Context: an optimization exercise on an open-source flow, tuned for small area, a short achievable clock period and few clock cycles per item. The choices shown serve that exercise and are no tape-out recipe. Where RTL was checked, it was by simulation tests only, not by an equivalence proof against the original.

==> flow/design.v (excerpt) <==
module olidx_voice_codec (
    input  wire       clk,
    input  wire       rst,         
    input  wire       in_valid,
    output wire       in_ready,
    input  wire [7:0] in_data,
    input  wire       in_unpack,   
    output wire       out_valid,
    input  wire       out_ready,
    output wire [7:0] out_data,
    output wire       out_last,
    output wire [6:0] out_chk
);
For scale: roughly 580 cells after synthesis, ~0.0046 sq mm of cells after synthesis.
==> module olidx_voice_codec, before the edit <==
module olidx_voice_codec (
    input  wire       clk,
    input  wire       rst,         
    input  wire       in_valid,
    output wire       in_ready,
    input  wire [7:0] in_data,
    input  wire       in_unpack,   
    output wire       out_valid,
    input  wire       out_ready,
    output wire [7:0] out_data,
    output wire       out_last,
    output wire [6:0] out_chk
);
    function automatic dec_cons(input m, input v, input [4:0] s);
        begin
            if (!v && !m)     dec_cons = (s <= 5'd20);
            else if (!v)      dec_cons = !(s == 5'd11 || s == 5'd14 || s == 5'd17 || s == 5'd20);
            else if (!m)      dec_cons = 1'b1;
            else              dec_cons = !(s == 5'd9 || s == 5'd15 || s == 5'd16);
        end
    endfunction
    function automatic dec_prod(input m, input v, input [4:0] s);
        begin
            if (!v && !m)     dec_prod = !(s == 5'd11 || (s >= 5'd13 && s <= 5'd19));
            else if (!v)      dec_prod = 1'b1;
            else if (!m)      dec_prod = !(s == 5'd9 || s == 5'd15 || s == 5'd16);
            else              dec_prod = 1'b1;
        end
    endfunction
    reg        mode;        
    reg  [2:0] sec;         
    reg  [4:0] k;           
    reg        r_cons, r_prod, r_need, r_send;
    reg  [2:0] hb;          
    reg  [4:0] hc;          
    reg  [7:0] hd;          
    reg  [5:0] he;          
    reg  [7:0] hf;          
    reg  [7:0] ir;
    reg        ir_u, ir_v;
    reg  [7:0] o_data;
    reg        o_v, o_last;
    reg  [6:0] ck;
    reg  [7:0] s_data;
    reg        s_v, s_last;
    reg        rdy;
    wire voice = (sec == 3'd6);
    wire first = (sec == 3'd0) && (k == 5'd0);
    wire lastb = voice && (k == 5'd28);
    wire cons  = r_cons;
    wire prod  = r_prod;
    wire need  = r_need;
    wire send  = r_send;
    wire blk   = first && o_v && o_last;
    wire go    = (!need || ir_v) && (!prod || !s_v) && !blk;
    wire push  = go && prod;
    wire take  = go && cons;
    wire ld_o  = !o_v || out_ready;
    wire [2:0] sec_a  = send ? (voice ? 3'd0 : sec + 3'd1) : sec;
    wire [4:0] k_a    = send ? 5'd0 : k + 5'd1;
    wire [2:0] sec_n  = go ? sec_a : sec;
    wire [4:0] k_n    = go ? k_a : k;
    wire       v_a    = (sec_a == 3'd6);
    wire       cons_a = dec_cons(mode, v_a, k_a);
    wire       prod_a = dec_prod(mode, v_a, k_a);
    wire       need_a = cons_a || (mode && (v_a ? (k_a == 5'd9 || k_a == 5'd15 || k_a == 5'd16)
                                                : (k_a == 5'd11 || k_a == 5'd14 || k_a == 5'd17)));
    wire       send_a = v_a ? (k_a == 5'd28) : (mode ? (k_a == 5'd20) : (k_a == 5'd24));
    wire       cons_n = go ? cons_a : cons;
    wire       prod_n = go ? prod_a : prod;
    wire       f_a    = (sec_a == 3'd0) && (k_a == 5'd0);
    wire       first_n = go ? f_a : first;
    wire sv1  = 1'b0;                                          
    wire sv0  = s_v || (push && o_v);                          
    wire irv1 = rdy || (ir_v && !take);                        
    wire irv0 = !rdy && ir_v && !take;                         
    wire ov1  = s_v || push;
    wire ol1  = s_v ? s_last : (push && lastb);
    wire ol0  = o_v ? o_last : (push && lastb);
    wire rd1  = cons_n && (!prod_n || !sv1) && !(first_n && ol1);
    wire rd0  = cons_n && (!prod_n || !sv0) && !(first_n && ol0);
    reg s_v_n, rdy_n, o_v_n, ir_v_n;
    always @* begin
        ir_v_n = in_valid ? irv1 : irv0;
        if (out_ready) begin
            s_v_n = sv1; o_v_n = ov1;
            rdy_n = !ir_v_n || rd1;
        end else begin
            s_v_n = sv0; o_v_n = o_v || ov1;
            rdy_n = !ir_v_n || rd0;
        end
    end
    wire [6:0] ck_n  = (first ? 7'd0 : ck) - b[6:0];
    reg [7:0] b;
    always @* begin
        b = ir;
        if (!mode && !voice) begin
            case (k)
                5'd12: b = {4'b0, ir[1:0], hb[1:0]};
                5'd20: b = {1'b0, ir[3:0], hb};
                5'd21: b = {3'b0, hc};
                5'd22: b = hd;
                5'd23: b = {2'b0, he};
                5'd24: b = hf;
                default: b = ir;
            endcase
        end else if (!mode) begin
            case (k)
                5'd8:  b = {3'b0, ir[4:0]};
                5'd10: b = {4'b0, ir[0], hb};
                5'd17: b = {1'b0, ir[2:0], hd[2:0], hc[2]};
                default: b = ir;
            endcase
        end else if (!voice) begin
            case (k)
                5'd11: b = {6'b0, ir[1:0]};
                5'd12: b = {6'b0, ir[3:2]};
                5'd13: b = {5'b0, ir[2:0]};
                5'd14: b = {6'b0, ir[1:0]};
                5'd15: b = {5'b0, ir[4:2]};
                5'd17: b = {7'b0, ir[0]};
                5'd18: b = {3'b0, ir[5:1]};
                5'd20: b = {4'b0, hd[6:3]};
                default: b = ir;
            endcase
        end else begin
            case (k)
                5'd8:  b = {3'b0, ir[4:0]};
                5'd9:  b = {5'b0, ir[2:0]};
                5'd10: b = {7'b0, ir[3]};
                5'd15: b = {7'b0, ir[0]};
                5'd16: b = {5'b0, ir[3:1]};
                5'd17: b = {5'b0, ir[6:4]};
                default: b = ir;
            endcase
        end
    end
    always @(posedge clk) begin
        if (!ir_v || take) begin
            ir   <= in_data;
            ir_u <= in_unpack;
        end
        if (go && first)
            mode <= ir_u;
        if (rst) begin
            sec   <= 3'd0;
            k     <= 5'd0;
            r_cons <= 1'b1;              
            r_prod <= 1'b1;
            r_need <= 1'b1;
            r_send <= 1'b0;
            rdy   <= 1'b1;
            ir_v  <= 1'b0;
            s_v   <= 1'b0;
            o_v   <= 1'b0;
            ck    <= 7'd0;
        end else begin
            sec   <= sec_n;
            k     <= k_n;
            if (go) begin
                r_cons <= cons_a;
                r_prod <= prod_a;
                r_need <= need_a;
                r_send <= send_a;
            end
            rdy   <= rdy_n;
            ir_v  <= ir_v_n;
            s_v   <= s_v_n;
            o_v   <= o_v_n;
            if (push)
                ck <= ck_n;
        end
    end
    always @(posedge clk) begin
        if (k == 5'd9 || k == 5'd11 || k == 5'd13) hb <= ir[2:0];
        if (k == 5'd14) hc[1:0] <= ir[1:0];
        if (k == 5'd15) hc[4:2] <= ir[2:0];
        if ((k == 5'd13 && mode) || (k == 5'd16 && !mode)) hd <= ir;
        if (k == 5'd17) he[0] <= ir[0];
        if (k == 5'd18) he[5:1] <= ir[4:0];
        if (k == 5'd19) hf <= ir;
    end
    always @(posedge clk) begin
        if (rst) begin
            o_data <= 8'd0;
            o_last <= 1'b0;
        end else if (ld_o) begin
            o_data <= s_v ? s_data : b;
            o_last <= s_v ? s_last : lastb;
        end
        if (!s_v) begin
            s_data <= b;
            s_last <= lastb;
        end
    end
    assign in_ready  = rdy;
    assign out_valid = o_v;
    assign out_data  = o_data;
    assign out_last  = o_last;
    assign out_chk   = ck;
endmodule
clock: 9.0 ns
lec_check: 0
abc_area: 1
cap_margin: 20
core_margin: 2
core_utilization: 45
cts_buf_list: sky130_fd_sc_hd__clkbuf_8
place_density: 0.65
setup_slack_margin: 5
slew_margin: 20
standard.sh (not shown) runs the stock make flow with config.mk's settings and CLKGATE_MAP_FILE= SYNTH_SCRIPT=/design/flow/synth_recipe.tcl, a recipe that flattens the netlist after the stock synthesis.
==> flow/flow/run.sh <==
#!/bin/bash
# Standard ORFS layout (the standard.sh) with a tighter timing-repair
# target, no footprint restriction on resizing and plain buffers on the ports.
# The full make output goes to standard.log in this folder.
bash standard.sh SETUP_SLACK_MARGIN=6.3 MATCH_CELL_FOOTPRINT=0 'BUFFER_PORTS_ARGS=-buffer_cell sky130_fd_sc_hd__buf_2'  finish > standard.log 2>&1
The first run completed with no timing, DRC or antenna violations.
Change:
--- a/flow/design.v
+++ b/flow/design.v
@@ -37,25 +37,25 @@
     reg  [5:0] he;          
     reg  [7:0] hf;          
     reg  [7:0] ir;
     reg        ir_u, ir_v;
     reg  [7:0] o_data;
     reg        o_v, o_last;
+    reg        p_v, p_in_s;   
     reg  [6:0] ck;
     reg  [7:0] s_data;
     reg        s_v, s_last;
     reg        rdy;
     wire voice = (sec == 3'd6);
     wire first = (sec == 3'd0) && (k == 5'd0);
     wire lastb = voice && (k == 5'd28);
     wire cons  = r_cons;
     wire prod  = r_prod;
     wire need  = r_need;
     wire send  = r_send;
-    wire blk   = first && o_v && o_last;
-    wire go    = (!need || ir_v) && (!prod || !s_v) && !blk;
+    wire go    = (!need || ir_v) && (!prod || !s_v);
     wire push  = go && prod;
     wire take  = go && cons;
     wire ld_o  = !o_v || out_ready;
     wire [2:0] sec_a  = send ? (voice ? 3'd0 : sec + 3'd1) : sec;
     wire [4:0] k_a    = send ? 5'd0 : k + 5'd1;
     wire [2:0] sec_n  = go ? sec_a : sec;
@@ -65,35 +65,34 @@
     wire       prod_a = dec_prod(mode, v_a, k_a);
     wire       need_a = cons_a || (mode && (v_a ? (k_a == 5'd9 || k_a == 5'd15 || k_a == 5'd16)
                                                 : (k_a == 5'd11 || k_a == 5'd14 || k_a == 5'd17)));
     wire       send_a = v_a ? (k_a == 5'd28) : (mode ? (k_a == 5'd20) : (k_a == 5'd24));
     wire       cons_n = go ? cons_a : cons;
     wire       prod_n = go ? prod_a : prod;
-    wire       f_a    = (sec_a == 3'd0) && (k_a == 5'd0);
-    wire       first_n = go ? f_a : first;
-    wire sv1  = 1'b0;                                          
-    wire sv0  = s_v || (push && o_v);                          
+    wire sv1  = !s_v && push && lastb;                        
+    wire sv0  = s_v ? o_v : (push && (lastb || o_v));         
     wire irv1 = rdy || (ir_v && !take);                        
     wire irv0 = !rdy && ir_v && !take;                         
-    wire ov1  = s_v || push;
-    wire ol1  = s_v ? s_last : (push && lastb);
-    wire ol0  = o_v ? o_last : (push && lastb);
-    wire rd1  = cons_n && (!prod_n || !sv1) && !(first_n && ol1);
-    wire rd0  = cons_n && (!prod_n || !sv0) && !(first_n && ol0);
+    wire ov1  = s_v || (push && !lastb);
+    wire rd1  = cons_n && (!prod_n || !sv1);
+    wire rd0  = cons_n && (!prod_n || !sv0);
     reg s_v_n, rdy_n, o_v_n, ir_v_n;
     always @* begin
         ir_v_n = in_valid ? irv1 : irv0;
         if (out_ready) begin
             s_v_n = sv1; o_v_n = ov1;
             rdy_n = !ir_v_n || rd1;
         end else begin
             s_v_n = sv0; o_v_n = o_v || ov1;
             rdy_n = !ir_v_n || rd0;
         end
     end
-    wire [6:0] ck_n  = (first ? 7'd0 : ck) - b[6:0];
+    wire       ck_en = p_v && !(o_v && o_last);
+    wire [6:0] ck_n  = ck - (p_in_s ? s_data[6:0] : o_data[6:0]);
+    wire       in_s1 = lastb;
+    wire       in_s0 = lastb || o_v;
     reg [7:0] b;
     always @* begin
         b = ir;
         if (!mode && !voice) begin
             case (k)
                 5'd12: b = {4'b0, ir[1:0], hb[1:0]};
@@ -150,12 +149,13 @@
             r_need <= 1'b1;
             r_send <= 1'b0;
             rdy   <= 1'b1;
             ir_v  <= 1'b0;
             s_v   <= 1'b0;
             o_v   <= 1'b0;
+            p_v   <= 1'b0;
             ck    <= 7'd0;
         end else begin
             sec   <= sec_n;
             k     <= k_n;
             if (go) begin
                 r_cons <= cons_a;
@@ -164,14 +164,25 @@
                 r_send <= send_a;
             end
             rdy   <= rdy_n;
             ir_v  <= ir_v_n;
             s_v   <= s_v_n;
             o_v   <= o_v_n;
-            if (push)
+            if (o_v && o_last && out_ready)
+                ck <= 7'd0;
+            else if (ck_en)
                 ck <= ck_n;
+            if (push) begin
+                p_v     <= 1'b1;
+                p_in_s  <= out_ready ? in_s1 : in_s0;
+            end else begin
+                if (ck_en)
+                    p_v <= 1'b0;
+                if (ld_o)
+                    p_in_s <= 1'b0;
+            end
         end
     end
     always @(posedge clk) begin
         if (k == 5'd9 || k == 5'd11 || k == 5'd13) hb <= ir[2:0];
         if (k == 5'd14) hc[1:0] <= ir[1:0];
         if (k == 5'd15) hc[4:2] <= ir[2:0];
@@ -183,13 +194,13 @@
     always @(posedge clk) begin
         if (rst) begin
             o_data <= 8'd0;
             o_last <= 1'b0;
         end else if (ld_o) begin
             o_data <= s_v ? s_data : b;
-            o_last <= s_v ? s_last : lastb;
+            o_last <= s_v && s_last;
         end
         if (!s_v) begin
             s_data <= b;
             s_last <= lastb;
         end
     end
Effect:
- synthesized cell count increases by about 7%
- non-clock buffer count decreases by 26
- global-route usage decreases by 1.6 points
- via count decreases by 2.5%
- setup slack is better by 0.30 ns
Testbench counts after the change, summed over its fixed seeds: cycles 32,440, records 192.
For the first run of this note, only the layout was checked, not whether the RTL still works.

port drivers added, routing unchanged:
No port has a modelled driver above. Below, the same layouts with a new extraction and two added sets of constraints. Step 1 (the two cells are an assumption about what drives the block):
set clk [get_ports {clk}]
set_driving_cell -lib_cell sky130_fd_sc_hd__clkbuf_16 $clk
set_driving_cell -lib_cell sky130_fd_sc_hd__buf_2 [delete_from_list [all_inputs] $clk]
Step 2 adds t to the input delays and takes it off the output delays; t is the mean of the earliest and latest rising clock arrival at the registers after step 1. Input paths then give back, and output paths get back, about the clock's delay inside the block. Slacks: no drivers / after step 1 / after step 2; pairs: no drivers / after step 1.
run | t (ns) | setup slack, ns | hold slack, ns | worst setup path after step 2
the first run | 0.404 | 6.024 / 6.024 / 6.019 | 0.436 / 0.436 / 0.436 | input to register
the second run | 0.405 | 6.325 / 6.293 / 6.009 | 0.444 / 0.444 / 0.444 | input to register
After both steps setup and hold are still met in every run listed. For the second run, which loses most, drivers alone change the setup slack by -0.032 ns; drivers and shift together by -0.316 ns.
